Source: an optimization exercise on an open RTL-to-GDS flow (aim: small area). Production flows keep margins and buffers that such runs may drop. Where RTL was checked, it was by simulation tests only, not by an equivalence proof against the original. No activity file was given, so power comes from the tool's default toggle rates.

## ixj_line
module ixj_line (
    input             clk,
    input             rst,           
    input             cmd_valid,
    input      [31:0] cmd_word,
    output            cmd_ready,
    output reg        done,
    output     [31:0] rsp,
    output reg [1:0]  mode_wr_n,
    output reg [1:0]  mode_wr_a,
    output reg [1:0]  mode_wr_b,
    output            ringer,
    output            irq
);
Size: roughly 3800 cells after synthesis, roughly 2300 flip-flops, roughly 77 I/O pins, roughly 0.056 mm2 of cells after synthesis.
clock: 30.0 ns
lec_check: 0
cap_margin: 10
core_margin: 2
core_utilization: 60
cts_cluster_diameter: 100
cts_cluster_size: 30
place_density: 0.7
slew_margin: 10
run.sh (not shown) runs the stock make flow with config.mk's settings and CLKGATE_MAP_FILE= SYNTH_SCRIPT=/design/flow/synth_recipe.tcl, a recipe that flattens the netlist after the stock synthesis.
The starting point finished with timing, DRC and antenna clean.
Change:
--- a/flow/design.v
+++ b/flow/design.v
@@ -16,24 +16,23 @@
     input        ctl_en,
     input        ctl_oneshot,
     input        rd,           
     input  [2:0] seg,
     input        wbit,         
     output       o_wnom,
     output       o_delta,
     output       o_dur,
     output [2:0] state_o,
     output       en_o,
     output       oneshot_o,
-    output reg   done,
-    output       arm         
+    output reg   done
 );
     reg [2:0] state;
     reg       en;
     reg       oneshot;
     reg       arm_we;
     reg       clr_pend;
     assign state_o   = state;
     assign en_o      = en;
     assign oneshot_o = oneshot;
     wire       ph0 = (ph == 5'd0);
     wire       hi  = ph[4];
@@ -143,23 +142,22 @@
                     nstate = 3'd0;
                     done   = 1'b1;
                 end else begin
                     nstate = s + 3'd1;
                     arm_n  = 1'b1;
                 end
             end
             if (done && oneshot) nen = 1'b0;
         end
     end
     wire last = (ph == 5'd31);
-    assign arm = arm_n;
     always @(posedge clk) begin
         if (rst) begin
             state    <= 3'd0;
             en       <= 1'b0;
             oneshot  <= 1'b0;
             arm_we   <= 1'b0;
             clr_pend <= 1'b0;
         end else if (fin1) begin
             if (ctl_we) begin
                 en      <= ctl_en;
                 oneshot <= ctl_oneshot;
@@ -306,23 +304,22 @@
     wire m4_step    = daa_run && ((mode == 2'd1) || sleep_ring);
     reg  m4_clr_post;
     wire rd_rise = t_rdet & ~sh_sts[0];
     wire rd_fall = ~t_rdet & sh_sts[0];
     wire v_fall  = ~t_vddok & sh_sts[1];
     wire v_rise  = t_vddok & ~sh_sts[1];
     wire [4:0] m_step = {m4_step, {4{filt_run}}};
     wire [4:0] m_rise = {rd_rise, t_filt & ~fprev};
     wire [4:0] m_fall = {rd_fall, ~t_filt & fprev};
     wire [4:0] m_pre  = {sleep_ring, 4'd0};
     wire [4:0] m_post = {m4_clr_post, 4'd0};
-    wire [4:0] m_arm;
     wire [4:0] m_done, m_wnom, m_delta, m_dur, m_en, m_oneshot;
     wire [2:0] m_state [0:4];
     wire       rd_m = !is_tick;
     genvar gi;
     generate
         for (gi = 0; gi < 5; gi = gi + 1) begin : g_m
             ixj_matcher u_m (
                 .clk        (clk),
                 .rst        (rst),
                 .ph         (ph),
                 .clr        (clr),
@@ -339,24 +336,23 @@
                 .ctl_en     (w[0]),
                 .ctl_oneshot(w[1]),
                 .rd         (rd_m),
                 .seg        (f_seg),
                 .wbit       (wbit),
                 .o_wnom     (m_wnom[gi]),
                 .o_delta    (m_delta[gi]),
                 .o_dur      (m_dur[gi]),
                 .state_o    (m_state[gi]),
                 .en_o       (m_en[gi]),
                 .oneshot_o  (m_oneshot[gi]),
-                .done       (m_done[gi]),
-                .arm        (m_arm[gi])
+                .done       (m_done[gi])
             );
         end
     endgenerate
     reg  cs;
     wire cs_i  = ph0 ? 1'b1 : cs;
     wire nsd   = ~sd_l[0];
     wire sd_df = nn ^ nsd ^ cs_i;
     reg  cc1, cc2;
     wire cc1_i = ph0 ? 1'b0 : cc1;
     wire cc2_i = ph0 ? 1'b1 : cc2;
     wire csx   = cfb_l[0] & ~hi;
@@ -384,23 +380,22 @@
     wire wsum  = tsum;
     wire ntsum = ~tsum;
     wire t_df  = nn ^ ntsum ^ ct2_i;
     always @(posedge clk) begin
         cn  <= now0 & cn_i;
         cs  <= (nn & nsd) | (nn & cs_i) | (nsd & cs_i);
         cc1 <= (nn & kadd) | (nn & cc1_i) | (kadd & cc1_i);
         cc2 <= (nn & ncid) | (nn & cc2_i) | (ncid & cc2_i);
         ct1 <= (ta & tb) | (ta & ct1_i) | (tb & ct1_i);
         ct2 <= (nn & ntsum) | (nn & ct2_i) | (ntsum & ct2_i);
     end
-    wire need2 = tick_run && ((m_arm != 5'd0) || ring_act || rts_we);
     wire slot_reached = !sd_df;      
     wire cid_reached  = !cid_df;
     wire tmr_reached  = !t_df;
     reg  [1:0]  mode_n;
     reg  [1:0]  wr_n, wr_a, wr_b;
     reg         wink_arm_n;
     reg         cid_pend_n;
     reg  [7:4]  daa_evt;
     reg         rts_we;
     always @(*) begin
         mode_n      = mode;
@@ -542,28 +537,28 @@
             cid_pend  <= 1'b0;
             sd_flag   <= 1'b0;
             rts_flag  <= 1'b0;
             cws       <= 1'b0;
             mode_wr_n <= 2'd0;
             mode_wr_a <= 2'd0;
             mode_wr_b <= 2'd0;
         end else begin
             ph   <= ph + 5'd1;
             if (last) clr <= 1'b0;
             run  <= p1 && !last;
-            done <= (fin1 && !need2) || (p2 && last);
+            done <= (fin1 && !tick_run) || (p2 && last);
             if (p2 && last) p2 <= 1'b0;
             if (p2 && ring_act && hi && ph[3:0] == slot)
                 ringer_r <= cfb_l[0] & ~cws;
             if (fin1) begin
-                p2        <= need2;
+                p2        <= tick_run;
                 sd_flag   <= 1'b0;
                 rts_flag  <= rts_we;
                 cws       <= t_cwsup;
                 mode_wr_n <= wr_n;
                 mode_wr_a <= wr_a;
                 mode_wr_b <= wr_b;
                 if (code != 3'd0) err <= code;
                 mode     <= mode_n;
                 wink_arm <= wink_arm_n;
                 cid_pend <= cid_pend_n;
                 if (ok) begin
=> Final area stays flat; core utilization stays flat; via count is higher slightly; clock-buffer cell count falls by 1; power shrinks slightly; sequential power barely changes.
The RTL of the second run of this note was laid out without a check of its function.

-- separate check: timing with driven ports --
In the flow no input, the clock included, has a driving cell. The finished layouts below were timed again as built, in two steps. Step 1 assumes that a clkbuf_16 drives the clock port and a buf_2 every other input. Step 2 adds t to the input delays and takes it off the output delays; t is the mean of the earliest and latest rising clock arrival at the registers after step 1. Input paths then give back, and output paths get back, about the clock's delay inside the block. Three values: ideal ports, drivers, drivers and shift; two values: the first two.
run | t, ns | slack for setup (ns) | worst setup path after step 2
the first run | 0.767 | 17.178 / 17.219 / 16.452 | input to register
the second run | 0.771 | 17.422 / 17.471 / 16.700 | input to register
After both steps every run listed still meets setup and hold. The setup slack of the first run, which loses most, moves by +0.041 ns with the drivers and by -0.726 ns with both steps.
